Context: an optimization exercise on an open-source flow, tuned for small area, a short achievable clock period and few clock cycles. The choices shown serve that exercise and are no tape-out recipe. Only simulation tests tie the RTL to the original design; equivalence was not proved. Power figures rest on the tool's default switching activity, not on a simulated workload.

==> flow/design.v <==
module i2b_lutgen (
    input  wire        clk,
    input  wire        rst,         
    input  wire        start,       
    input  wire [15:0] amount,      
    output reg         busy,
    output reg         out_valid,
    output reg  [7:0]  out_idx,
    output reg  [7:0]  out_val
);
    reg         idle, s1, s2, s3, div, fix, fix2, k0, wk;
    reg         ph;        
    reg  [2:0]  cnt;       
    reg  [24:0] R;         
    reg         nsg;       
    reg         cc;        
    reg         t12;       
    reg  [7:0]  F;         
    reg  [23:0] Z;         
    reg  [23:0] Y;         
    reg  [7:0]  qk;        
    reg         sat;       
    reg         zr;        
    reg         z0;        
    reg         big;       
    reg         dsg;       
    wire        go   = idle & start & ~busy;
    wire        neg  = nsg;
    wire        step = k0 | wk;
    wire        dl   = div & (cnt == 3'd6);                
    wire        sy   = s1 | (step & neg);
    wire        sz   = s2 | fix2 | (s3 & dsg) | ((div | step) & ~neg);
    wire        snz  = (s3 & ~dsg) | ((div | fix) & neg);  
    wire [25:0] OP   = ({26{sy}}  & {2'b00, Y})
                     | ({26{sz}}  & {2'b11, Z})
                     | ({26{snz}} & {2'b00, ~Z});
    wire        cin  = s3 | ((div | fix) & neg) | (s2 & ~dsg);
    wire [13:0] sL   = {1'b0, R[12:0]} + {1'b0, OP[12:0]} + {13'd0, cin};
    wire [12:0] sH   = {R[24], R[24:13]} + OP[25:13] + {12'd0, cc};
    wire [7:0]  Q    = fix ? {{7{~dsg}}, 1'b1} : qk;
    wire [8:0]  Fs   = {F[7], F} + {Q[7], Q} + {8'd0, step & ~neg};
    wire        ovf  = ~Fs[8] & Fs[7];
    wire signed [15:0] a = R[15:0];
    wire        big_n = (a >= 16'sd255) && (a <= 16'sd263);
    wire [7:0]  idx_n = ~out_idx + {7'd0, ph};
    wire        pos   = ph ^ dsg;
    wire        S     = sat | big;
    wire        nz    = ~zr;
    wire [7:0]  vpos  = {~F[7], F[6:0]};
    wire [7:0]  vneg  = (~F + {7'd0, ~nz}) ^ 8'h80;
    wire [7:0]  val   = pos ? (S ? 8'd255 : vpos) : (S ? 8'd0 : vneg);
    wire        last  = wk & ~ph & (out_idx == 8'd255);   
    always @(posedge clk) begin
        if (rst) begin
            idle <= 1'b1;
            s1 <= 1'b0; s2 <= 1'b0; s3 <= 1'b0; div <= 1'b0; fix <= 1'b0;
            fix2 <= 1'b0; k0 <= 1'b0; wk <= 1'b0; ph <= 1'b0;
            busy <= 1'b0; out_valid <= 1'b0;
        end else begin
            idle      <= (idle & ~go) | last;
            s1        <= go | (s1 & ~ph);
            s2        <= (s1 & ph) | (s2 & ~ph);
            s3        <= (s2 & ph) | (s3 & ~ph);
            div       <= (s3 & ph) | (div & ~(ph & dl));
            fix       <= (div & ph & dl) | (fix & ~ph);
            fix2      <= (fix & ph) | (fix2 & ~ph);
            k0        <= (fix2 & ph) | (k0 & ~ph);
            wk        <= (k0 & ph) | (wk & ~last);
            ph        <= ~idle & ~ph;
            busy      <= go | (~idle & ~last) | last;
            out_valid <= (k0 & ~ph) | wk;
        end
    end
    always @(posedge clk) begin
        out_idx <= wk ? idx_n : 8'd128;
        out_val <= wk ? val : 8'd128;
        if (idle) begin
            R   <= {{9{amount[15]}}, amount};
            Y   <= 24'd33022;
            Z   <= 24'hff7dfe;            
            dsg <= ($signed(amount) > 16'sd259);
            cnt <= 3'd0;
        end else if (~ph) begin
            cc  <= sL[13];
            t12 <= sL[12];
            if (s1) begin
                R[12:0] <= sL[12:0];
                Y[12:0] <= sL[12:0];      
                big     <= big_n;
            end
            if (s2) begin
                R[12:0] <= {sL[4:0] ^ {5{dsg}}, 8'd0};   
                Z[12:0] <= sL[12:0];                     
            end
            if (s3) begin
                R[12:0] <= Y[16:4];                      
                Z[12:0] <= sL[12:0];                     
                F       <= {1'b0, Y[3:0], 3'b100};       
            end
            if (div)  R[12:0] <= dl ? sL[12:0] : {sL[11:0], F[6]};
            if (fix)  begin R[12:0] <= sL[12:0]; Y[12:0] <= sL[12:0]; end   
            if (fix2) begin R[12:0] <= sL[12:0]; Z[12:0] <= sL[12:0]; end   
            if (step) begin
                R[12:0] <= sL[12:0];
                z0      <= (R == 25'd0);
            end
        end else begin
            nsg <= ~s3 & sH[11];
            if (s1) begin
                R[24:13] <= sH[11:0];
                Y[23:13] <= sH[10:0];
            end
            if (s2) begin
                R[24:13] <= {sH[3:0], Z[12:5]} ^ {12{dsg}};   
                Z[23:13] <= sH[10:0];
            end
            if (s3) begin
                R[24:13] <= 12'd0;
                Z[23:13] <= sH[10:0];
            end
            if (div) begin
                R[24:13] <= dl ? sH[11:0] : {sH[10:0], t12};
                F        <= {1'b0, F[5:0], ~sH[11]};
                cnt      <= cnt + 3'd1;
            end
            if (fix)  begin R[24:13] <= sH[11:0]; Y[23:13] <= sH[10:0]; qk <= Fs[7:0]; end
            if (fix2) begin R[24:13] <= sH[11:0]; Z[23:13] <= sH[10:0]; F <= 8'd0; sat <= 1'b0; zr <= 1'b1; end
            if (step) begin
                R[24:13] <= sH[11:0];
                F        <= Fs[7:0];
                sat      <= sat | ovf;
                zr       <= neg ? (zr & ~|Y) : z0;
            end
        end
    end
endmodule
==> flow/flow/run.sh <==
#!/bin/bash
set -o pipefail
export SETUP_SLACK_MARGIN=7
bash standard.sh > standard.log 2>&1
==> flow/standard.sh <==
#!/bin/bash
# synth_recipe.tcl (not shown) runs the flow's synth.tcl, then flattens the netlist and writes it again
# the make line also repeats each setting of config.mk as NAME=value (left out here)
make -C /OpenROAD-flow-scripts/flow DESIGN_CONFIG=/design/flow/config.mk WORK_HOME=/design/flow/orfs CLKGATE_MAP_FILE= SYNTH_SCRIPT=/design/flow/synth_recipe.tcl "${@:-finish}"
==> flow/config.mk <==
export PLATFORM = sky130hd
export DESIGN_NAME = i2b_lutgen
export DESIGN_NICKNAME = i2b_lutgen
export VERILOG_FILES = /design/flow/design.v
export SDC_FILE = /design/flow/constraint.sdc
export NUM_CORES = 4
export LEC_CHECK = 0
export CAP_MARGIN = 20
export CORE_MARGIN = 2
export CORE_UTILIZATION = 60
export PLACE_DENSITY = 0.75
export SLEW_MARGIN = 20
==> flow/constraint.sdc <==
create_clock -name core_clock -period 10.0 [get_ports {clk}]
set_input_delay 2.0000 -clock core_clock [delete_from_list [all_inputs] [get_ports {clk}]]
set_output_delay 2.0000 -clock core_clock [all_outputs]
set_load 0.01 [all_outputs]
==> results of run 1 <==
worst max-delay path, cell delays in order, from the launching register on:
cell	delay, ns
edfxtp_1	0.44
buf_12	0.16
a211oi_4	0.23
o21ai_4	0.11
buf_8	0.17
a221oi_4	0.23
fa_2	0.25
inv_1	0.06
fa_2	0.38
a211oi_2	0.29
o211ai_1	0.20
a311oi_1	0.42
a41o_1	0.18
nor2_1	0.09
a2111oi_2	0.37
cell families (layout without fill, tap and decap cells):
logic type,Yosys count,after routing,share of synthesized area (%)
xor gates and xnor gates,54,54,6.199
AOI/OAI and AO/OA,273,275,24.67
and+or+nand+nor,303,304,17.39
DFF,128,128,38.79
buffers and inverters,87,209,4.451
muxes,11,11,1.415
adders and majority gates,41,41,7.090
path summary, 6_finish.rpt:
path / from / to / slack (ns) / depth (start not counted)
worst max register to register: dsg$_DFFE_PP_ / R[23]$_DFFE_PP_ / 6.22 / 14
worst min-delay path: Z[0]$_SDFFE_PP0P_ / Z[0]$_SDFFE_PP0P_ / 0.48 / 2
worst max-delay path: dsg$_DFFE_PP_ / R[23]$_DFFE_PP_ / 6.22 / 14
worst min register to register: Z[0]$_SDFFE_PP0P_ / Z[0]$_SDFFE_PP0P_ / 0.48 / 2
repair_timing:
item	CTS	global route
resized for setup	178	80
hold buffers	0	0
gates cloned	3	1
pin swaps	42	52
endpoints found under the setup margin	106	80
buffers inserted	60	31
registers in the layout (all words and copies together), names as in the netlist, named ones only:
| signal | cells |
|---|---|
| F | 8 |
| R | 25 |
| Y | 24 |
| Z | 24 |
| big | 1 |
| busy | 1 |
| cc | 1 |
| cnt | 3 |
| div | 1 |
| dsg | 1 |
| fix | 1 |
| idle | 1 |
| nsg | 1 |
| out_idx | 8 |
| out_val | 8 |
| out_valid | 1 |
| ph | 1 |
| qk | 8 |
| s1 | 1 |
| sat | 1 |
| t12 | 1 |
| wk | 1 |
| z0 | 1 |
| zr | 1 |
layer usage:
layer	track usage, %	part of all wire (%)	vias to the layer above	routed length, µm
met4	26.34	8.1	0	2391
met1	47.04	35	3872	10480
met2	59.99	45	681	13450
li1	-	-	3530	-
met5	0	0	-	0
met3	10.14	11	210	3307
through the flow:
step,hold slack [ns],worst slack (ns),cell area (µm²),cells
6_report,0.4828,6.216,10610,1194
4_1_cts,0.4808,6.419,10100,1162
5_1_grt,0.5037,6.085,10610,1194
3_3_place_gp,0.4589,5.486,8399,1067
2_1_floorplan,0.4492,6.527,7984,897
3_5_place_dp,0.4710,5.352,8404,1067
synth_stat cells, types with 5 or more instances:
cell type    n  area (µm²)
nand2_1    107       401.6
nor2_1     101       379.1
dfxtp_1     79        1582
a21oi_1     67       335.3
edfxtp_1    49        1471
o21ai_0     44       220.2
ha_1        35       437.9
xnor2_1     35       306.5
inv_1       34       127.6
clkbuf_1    33       123.9
a221o_1     23       230.2
o211ai_1    21       157.7
xor2_1      17       148.9
a22oi_1     15       112.6
nor3_1      14       70.07
a21o_1      12       90.09
nor4_1      12       75.07
nand3_1     11       55.05
o21a_1      11       82.58
a221oi_1    10       87.58
and2_1      10       62.56
buf_2       10       50.05
mux2i_1     10       100.1
nand2b_1     9       56.30
nor2b_1      7       43.79
nor3b_1      7       52.55
o221ai_1     7       61.31
a31oi_1      6       37.54
buf_1        6       22.52
fa_1         6       120.1
nand4_1      5       31.28
layout make-up:
class                      count  share of cell area, %
timing repair buffer         141                  11.47
clock inverter                11                  1.156
clock buffer                  21                  4.752
sequential                   128                  29.07
inverter                      36                  1.344
tap                          172                  2.028
multi-input combinational    685                  50.18
report_power, final:
group          internal [mW]  leakage [nW]  switching [mW]
Combinational          0.268          2.79           0.312
Sequential             0.572          1.12          0.0327
Clock                  0.411         0.313           0.248
==> results.yml, run 1 <==
die:
  row_count: 41
  initial_core_util_pct: 61.87
  die_height_um: 118.5
  die_w_um: 118.5
  coreArea_um2: 12720
  die-area_um2: 14050
  io_pins: 37
final_layout:
  layout_commonest_cell: "nand2_1"
  diodes: 0
  mostFrequentLayoutCells: "nand2_1 (100), nor2_1 (91), buf_4 (82)"
  nFillCells: 740
  nNetsFinal: 1069
  seq_area_um2: 3084
  area_growth_pct: 34.80
  multi_input_area_um2: 5324
  drive_above_1_share_pct: 28.86
  utilization_pct: 83.40
clocking:
  path_clk_slew_ns: 0.06
  htreeDepth: 4
  clkLatencyLatePin_ns: 0.44
  cts_sinks: 128
  root_buffer: "clkbuf_16"
  cts_made_buffers: 17
  ctsLongestPathBuffers: 2
  cts_tree: "built"
timing:
  finClkSkew_ns: 0.01020
  max_freq_mhz: 264.3
  fin_crit_sh_pct: 37.84
  fin_crit_ns: 3.784
  hold_violations: 0
  tightest_slew_ns: 1.139
  tns_ns: 0
  rsz0062_at_grt: "true"
  slew_headroom_pct: 24.00
  slew_viol_final: 0
  setup_violations: 0
logic_synthesis:
  async_flop_share_pct: 0
  seq_area_frac_synth_pct: 38.79
  synth_enable_flop_cells: 49
  synth_fp_nets: 957
  ys_types: 75
  ys_warn_count: 1
  synthCells: 897
  syn_area_per_cell_um2: 8.775
  synthFlopType: "dfxtp_1"
  syn_area_um2: 7871
  synth.ff_latch_count: 128
power_and_ir_drop:
  peakVddDrop_uv: 167.3
  finalPower_mw: 1.843
  p_leak_nw: 4.226
  power_density_nw_per_um2: 173.7
detailed_routing:
  vias: 8293
  firstDrtPassIters: 8
  routed_wl_um: 29630
  drc: 0
  wire_per_inst_um: 24.81
  drt_iter0_drc: 1326
  postRouteAntennaNets: 0
  avgViaCountPerCell: 6.946
grt:
  grt_pass1_vias: 7733
  grt_pass1_wl_um: 41900
  grt_max_degree: 67
  grt_usage_pct: 38.68
  grt.overflow.total: 0
  antenna_found_initial: 0
placed_design:
  io_buffers: 36
  hpwlAfterDp_um: 16960
  gp_congestion: 1.016
setup_path:
  cp-end-kind: "flop"
  critPathMaxFanout: 10
  required_ns: 10.25
  startpoint_type: "flop"
  worstPathArrival_ns: 4.03
  path_class: "flop to flop"
job:
  maxCapViolations: 0
status:
  status: "complete, no violations"
min_path:
  hold_class: "flop to flop"
Testbench counts, summed over its fixed seeds: cycles 27,168.
==> inputs of run 2 (changes only) <==
==> flow/flow/run.sh (replaced) <==
#!/bin/bash
set -o pipefail
export SETUP_SLACK_MARGIN=6.5
bash standard.sh > standard.log 2>&1
==> results.yml, run 2 <==
status:
  status: "complete, no violations"
setup_path:
  crit_chain: "buf_12, a211oi_4, o21ai_4, buf_8, a221o_1, fa_2, fa_2, a21o_1, a31oi_4, o21bai_4, a21boi_2, xnor2_2, a21o_1, o32a_1"
  cp_slowest_cell: "edfxtp_1"
  r2r_start: "dsg$_DFFE_PP_"
  r2r_end: "R[11]$_DFFE_PP_"
  max_stage_delay_ns: 0.43
  cp_top_family: "compound AO/OA/AOI/OAI gates"
  startpoint_type: "flop"
  worstPathArrival_ns: 3.90
  required_ns: 10.18
  reg2reg_depth: 14
  path_class: "flop to flop"
  critPathMaxFanout: 5
  crit_buf_inv: 2
  cp-end-kind: "flop"
  ff2ff_setup_slack_ns: 6.28
clocking:
  cts_tree: "built"
  cts_sinks: 128
  cts_made_buffers: 17
  root_buffer: "clkbuf_16"
  path_clk_slew_ns: 0.06
  htreeDepth: 4
  clkLatencyLatePin_ns: 0.43
  ctsLongestPathBuffers: 2
logic_synthesis:
  synth.area.top_cells: "dfxtp_1 (20%), edfxtp_1 (19%), ha_1 (5.6%)"
  synthFlopType: "dfxtp_1"
  async_flop_share_pct: 0
  ys_types: 75
  syn_area_um2: 7871
  synth_commonest_cells: "nand2_1 (107), nor2_1 (101), dfxtp_1 (79)"
  synthCells: 897
  synth_area_leader_cell: "dfxtp_1"
  syn_area_per_cell_um2: 8.775
  synth.ff_latch_count: 128
  yosysMostFrequentCell: "nand2_1"
  ys_warn_count: 1
  synth_top_area_share_pct: 20.09
  synth_enable_flop_cells: 49
  synth_fp_nets: 957
  seq_area_frac_synth_pct: 38.79
final_layout:
  nNetsFinal: 1016
  mostFrequentLayoutCells: "nand2_1 (104), nor2_1 (97), dfxtp_1 (73)"
  area_growth_pct: 23.67
  layout_commonest_cell: "nand2_1"
  nFillCells: 936
  diodes: 0
  drive_above_1_share_pct: 17.96
  largest_register_ffs: 25
  largestRegisters: "R (25), Y (24), Z (24)"
  seq_area_um2: 3068
  multi_input_area_um2: 4935
  final_cells: 1141
  top_register: "R"
detailed_routing:
  drc: 0
  firstDrtPassIters: 6
  vias: 7605
  postRouteAntennaNets: 0
  routed_wl_um: 26060
  drt_iter0_drc: 863
  avgViaCountPerCell: 6.665
  wire_per_inst_um: 22.84
timing:
  slew_headroom_pct: 25.03
  whs_ns: 0.4892
  tns_ns: 0
  finClkSkew_ns: 0.006670
  fin_crit_sh_pct: 37.17
  tightest_slew_ns: 1.124
  max_freq_mhz: 269.1
  rsz0062_at_grt: "true"
  hold_violations: 0
  setup_violations: 0
  fin_crit_ns: 3.717
  slew_viol_final: 0
die:
  coreArea_um2: 12720
  die_height_um: 118.5
  io_pins: 37
  row_count: 41
  initial_core_util_pct: 61.87
  die_w_um: 118.5
  die-area_um2: 14050
min_path:
  worstHoldStart: "Y[20]$_SDFFE_PP0P_"
  holdPathEnd: "Y[20]$_SDFFE_PP0P_"
  hold_class: "flop to flop"
  holdPathStages: 2
grt:
  grt_max_degree: 46
  grt_pass1_wl_um: 39920
  antenna_found_initial: 0
  grt_pass1_vias: 7261
  grt.overflow.total: 0
  grt_usage_pct: 36.70
power_and_ir_drop:
  power_density_nw_per_um2: 168.0
  peakVddDrop_uv: 114.8
  finalPower_mw: 1.636
  p_leak_nw: 3.803
placed_design:
  io_buffers: 36
  place_inst: 1063
  hpwlAfterDp_um: 16550
  gp_congestion: 0.9885
job:
  maxCapViolations: 0
## run 2: timing repair
| action | CTS | global route |
|---|---|---|
| cloned | 3 | 0 |
| gates resized for setup | 35 | 55 |
| pin swaps | 21 | 24 |
| hold buffers | 0 | 0 |
| buffers inserted | 29 | 12 |
| endpoints found under the setup margin | 79 | 36 |
## run 2: per-stage QoR
| step | area (µm²) | util (%) | setup slack (ns) |
|---|---|---|---|
| global route | 9734 | 76.51 | 6.199 |
| CTS | 9349 | 73.49 | 6.364 |
| floorplan | 7926 | - | 6.501 |
| detailed placement | 8351 | 65.64 | 5.270 |
| global placement | 8341 | 65.56 | 5.395 |
| finish | 9734 | 76.51 | 6.283 |
## run 2: how the worst max path moves through the flow
stage / cells after the start / from / to
2_1_floorplan: 14 / dsg$_DFFE_PP_ / R[11]$_DFFE_PP_
3_3_place_gp: 14 / dsg$_DFFE_PP_ / R[23]$_DFFE_PP_
3_5_place_dp: 13 / dsg$_DFFE_PP_ / R[11]$_DFFE_PP_
4_1_cts: 13 / fix$_SDFF_PP0_ / R[11]$_DFFE_PP_
5_1_grt: 14 / dsg$_DFFE_PP_ / R[11]$_DFFE_PP_
6_report: 14 / dsg$_DFFE_PP_ / R[11]$_DFFE_PP_
## run 2: layout make-up
cell class / count / share of cell area (%)
multi-input cells: 685 / 50.69
repair buffers: 88 / 8.123
flip-flops and latches: 128 / 31.52
well taps: 172 / 2.211
inverters: 36 / 1.414
clock inverters: 9 / 0.6812
clock buffers: 23 / 5.360
## run 2: worst min-delay path, stage by stage, from the launching register on
cell     delay (ns)
dfxtp_1        0.33
nand2_1        0.06
a21oi_1        0.06
## run 2: cell families (layout without fill, tap and decap cells)
group	count (synthesis)	after routing	share of synthesized area (%)
AO/OA/AOI/OAI	273	275	24.67
adder cells (fa/ha/maj)	41	41	7.090
multiplexers	11	11	1.415
AND/OR/NAND/NOR	303	304	17.39
XOR/XNOR	54	54	6.199
flip-flops	128	128	38.79
buffers and inverters	87	156	4.451
## run 2: per-layer routing
layer | vias up | global-route usage [%] | share of wire [%]
li1 | 3417 | - | -
met1 | 3587 | 47.57 | 38
met2 | 481 | 56.00 | 46
met3 | 120 | 8.108 | 9.6
met4 | 0 | 22.02 | 6.3
met5 | - | 0 | 0
## run 2: report_power, final
part	internal, mW	leakage [nW]	switching (mW)
Combinational	0.177	2.39	0.240
Sequential	0.572	1.11	0.0331
Clock	0.369	0.294	0.244
Total	1.12	3.80	0.517

## re-timing with driven ports
How much do the figures lean on ideal ports? The routed layouts below were timed once more, with nothing changed but the port constraints. Step 1 sets driving cells, clkbuf_16 on the clock port and buf_2 on the other inputs (assumed; they add their load-dependent delay and slew). Step 2, shift: input delay + t, output delay - t, t = (earliest + latest rising clock arrival at the registers) / 2. This alone moves slack from input paths to output paths. Three values: no drivers, after step 1, after step 2; two values: the first two.
| run | shift t [ns] | setup slack, ns | latest minus earliest clock arrival (ns) | pins driven straight from the clock port |
|---|---|---|---|---|
| run 1 | 0.480 | 6.216 / 6.216 / 6.216 | 0.010 / 0.010 | 1 |
| run 2 | 0.473 | 6.283 / 6.283 / 6.283 | 0.007 / 0.007 | 1 |
After both steps every run listed still meets setup and hold.
